This design comes from an exercise in tuning for small area, a short achievable clock period and few clock cycles per item on the open sky130 flow, not from production work.
In this exercise RTL edits were held to simulation tests only and were not proved equivalent to the original.
Power is estimated from default activity; no workload was simulated.

== job 101 ==
==> flow/design.v (excerpt) <==
module erf_crc0 (
    input  wire        clk,
    input  wire        rst,
    input  wire        in_valid,
    output reg         in_ready,
    input  wire [1:0]  in_op,
    input  wire [15:0] in_data,
    output reg         out_valid,
    input  wire        out_ready,
    output reg  [15:0] out_crc
);
Size in the first run: roughly 85 flip-flops, roughly 40 I/O pins, roughly 5100 sq um of cells after synthesis.
export LEC_CHECK = 0
export CAP_MARGIN = 20
export CORE_MARGIN = 2
export CORE_UTILIZATION = 40
export PLACE_DENSITY = 0.6
export SLEW_MARGIN = 20
export SYNTH_MEMORY_MAX_BITS = 8192
create_clock -name core_clock -period 8.0 [get_ports {clk}]
standard.sh (not shown) runs the stock make flow with config.mk's settings and CLKGATE_MAP_FILE= SYNTH_SCRIPT=/design/flow/synth_recipe.tcl, a recipe that flattens the netlist after the stock synthesis.
==> flow/flow/run.sh <==
#!/bin/bash
# The standard layout (the standard.sh, unchanged synthesis) with three
# changes to how ORFS builds it:
#   - port buffers use buf_1 instead of the default clkdlybuf4s50_1
#   - clock tree synthesis without dummy loads, with clkbuf_8/clkbuf_16
#     and clusters of up to 50 sinks
set -euo pipefail
export SETUP_SLACK_MARGIN=5.4
export BUFFER_PORTS_ARGS="-buffer_cell sky130_fd_sc_hd__buf_1"
export CTS_ARGS="-sink_clustering_enable -repair_clock_nets -dont_use_dummy_load -buf_list {sky130_fd_sc_hd__clkbuf_8 sky130_fd_sc_hd__clkbuf_16} -sink_clustering_size 50 -sink_clustering_max_diameter 200"
bash standard.sh > standard.log 2>&1
Testbench counts of job 101, summed over its fixed seeds: cycles 20,151, bytes 18,751.
--- input diff job 101..job 102 ---
# job 101
export LEC_CHECK = 0
export CAP_MARGIN = 20
export CORE_MARGIN = 2
export CORE_UTILIZATION = 40
export PLACE_DENSITY = 0.6
export SLEW_MARGIN = 20
export SYNTH_MEMORY_MAX_BITS = 8192
create_clock -name core_clock -period 8.0 [get_ports {clk}]
# job 102
export LEC_CHECK = 0
export CAP_MARGIN = 20
export CORE_MARGIN = 2
export CORE_UTILIZATION = 65
export PLACE_DENSITY = 0.8
export SLEW_MARGIN = 20
export SYNTH_MEMORY_MAX_BITS = 8192
create_clock -name core_clock -period 8.0 [get_ports {clk}]
==> flow/flow/run.sh <==
#!/bin/bash
# The standard layout (the standard.sh, unchanged synthesis) with three
# changes to how ORFS builds it:
#   - port buffers use buf_1 instead of the default clkdlybuf4s50_1
#   - clock tree synthesis without dummy loads, with clkbuf_4/clkbuf_8
#     and clusters of up to 30 sinks
set -euo pipefail
export SETUP_SLACK_MARGIN=5.4
export BUFFER_PORTS_ARGS="-buffer_cell sky130_fd_sc_hd__buf_1"
export CTS_ARGS="-sink_clustering_enable -repair_clock_nets -dont_use_dummy_load -buf_list {sky130_fd_sc_hd__clkbuf_4 sky130_fd_sc_hd__clkbuf_8} -sink_clustering_size 30"
bash standard.sh > standard.log 2>&1
==> comparison <==
Job 102: PASS, flow complete, no timing, DRC or antenna violations
For job 102, the capturing instance or port of the critical path was s_x[4]$_DFF_P_, unlike job 101, where it was s_x[3]$_DFF_P_.
Job 102 vs job 101, average detailed-routed wire length per instance went up by 5.8%.
Fmax on job 102 is behind job 101.
Actual slew at the worst max-slew pin delta for job 102 relative to job 101: 0.39 ns lower
The headroom to the max-slew limit number comes out lower for job 101 vs job 102.
Job 102 — final hold slack 0.0038 ns lower, job 101 as reference
A start point of the critical path of hq[2]$_DFF_P_ is what job 102 shows, while s_x[6]$_DFF_P_ belongs to job 101.
Sequential fraction of design power (job 102 over job 101): increase, 0.6 points
The inputs of job 103 differ from those of job 102 as listed below.
# job 102
export LEC_CHECK = 0
export CAP_MARGIN = 20
export CORE_MARGIN = 2
export CORE_UTILIZATION = 65
export PLACE_DENSITY = 0.8
export SLEW_MARGIN = 20
export SYNTH_MEMORY_MAX_BITS = 8192
create_clock -name core_clock -period 8.0 [get_ports {clk}]
# job 103
export LEC_CHECK = 0
export CAP_MARGIN = 20
export CORE_MARGIN = 2
export CORE_UTILIZATION = 40
export PLACE_DENSITY = 0.6
export SLEW_MARGIN = 20
export SYNTH_MEMORY_MAX_BITS = 8192
create_clock -name core_clock -period 8.0 [get_ports {clk}]
[summary]
On hold slack: between job 103 and job 102, it ends up higher for job 103.
Diff job 102 -> job 103 | area added between synthesis and finish | increase of 0.59 points
What job 103 reported for number of core rows has to be multiplied by 0.78 to get the figure for job 102.
Sort job 103 and job 102 by number of standard cells in the final layout excluding fillers desc -> top: job 103
For job 104, these inputs were changed with respect to job 103:
diff --git a/flow/flow/run.sh b/flow/flow/run.sh
--- a/flow/flow/run.sh
+++ b/flow/flow/run.sh
@@ -6,5 +6,5 @@
 #     and clusters of up to 30 sinks
 set -euo pipefail
-export SETUP_SLACK_MARGIN=5.4
+export SETUP_SLACK_MARGIN=5.7
 export BUFFER_PORTS_ARGS="-buffer_cell sky130_fd_sc_hd__buf_1"
 export CTS_ARGS="-sink_clustering_enable -repair_clock_nets -dont_use_dummy_load -buf_list {sky130_fd_sc_hd__clkbuf_4 sky130_fd_sc_hd__clkbuf_8} -sink_clustering_size 30"
## What came out
Job 104: setup slack after layout 0.019 ns above job 103. Post-synthesis to final-layout area growth in job 104 vs job 103: up 21 points. sky130_fd_sc_hd__edfxtp_1 as the library cell contributing the largest single delay on the critical path was reported by job 104, and sky130_fd_sc_hd__dfxtp_2 by job 103. Looking at number of resized instances in the post-cts repair step, job 104 sits 61 higher than job 103 does.
For job 105, these inputs were changed with respect to job 104:
diff --git a/flow/flow/run.sh b/flow/flow/run.sh
--- a/flow/flow/run.sh
+++ b/flow/flow/run.sh
@@ -6,5 +6,5 @@
 #     and clusters of up to 30 sinks
 set -euo pipefail
-export SETUP_SLACK_MARGIN=5.7
+export SETUP_SLACK_MARGIN=5
 export BUFFER_PORTS_ARGS="-buffer_cell sky130_fd_sc_hd__buf_1"
 export CTS_ARGS="-sink_clustering_enable -repair_clock_nets -dont_use_dummy_load -buf_list {sky130_fd_sc_hd__clkbuf_4 sky130_fd_sc_hd__clkbuf_8} -sink_clustering_size 30"
Findings:
- Against job 104, routed wire length in job 105 fell by more than 10%.
- Per the comparison of job 105 with job 104, setup slack decreased by 0.33 ns relative to the old numbers; worst supply voltage drop on vdd grew by about 3%; combinational group share of total power went down 13 points; area after detailed placement held.
- Post-route cell area (job 105 / job 104): 0.813
- Non-clock buffer total of the final layout (job 105 vs. job 104) decreases by more than half
- [job 105] non-clock buffer area fraction after layout fell 8.8 points relative to job 104
- Relative to job 104, maximum achievable frequency has gone down in job 105.

## what the ideal ports hide
In the flow no input, the clock included, has a driving cell. The finished layouts below were timed again as built, in two steps.
Step 1: set_driving_cell puts a clkbuf_16 on clk and a buf_2 on each other input, an assumption about the parent block.
Step 2 also shifts input and output timing later by t, the mid clock arrival at the registers, as if the neighbouring blocks saw the same clock.
Slacks: ideal ports / drivers / drivers and shift; pairs: ideal ports / drivers.
| run | t, ns | slack for setup (ns) | worst hold slack (ns) | worst setup path after step 2 | worst data-port slew with drivers (ns) |
|---|---|---|---|---|---|
| job 101 | 0.364 | 5.511 / 5.488 / 5.269 | 0.445 / 0.445 / 0.445 | input to register | 0.03 |
| job 102 | 0.390 | 5.367 / 5.367 / 5.193 | 0.441 / 0.441 / 0.441 | input to register | 0.03 |
| job 103 | 0.376 | 5.497 / 5.467 / 5.258 | 0.448 / 0.448 / 0.448 | input to register | 0.03 |
| job 104 | 0.410 | 5.516 / 5.475 / 5.332 | 0.445 / 0.445 / 0.445 | input to register | 0.04 |
| job 105 | 0.387 | 5.188 / 5.188 / 5.095 | 0.448 / 0.448 / 0.448 | input to register | 0.04 |
After both steps setup and hold are still met in every run listed. For job 101, which loses most, drivers alone change the setup slack by -0.023 ns; drivers and shift together by -0.242 ns.
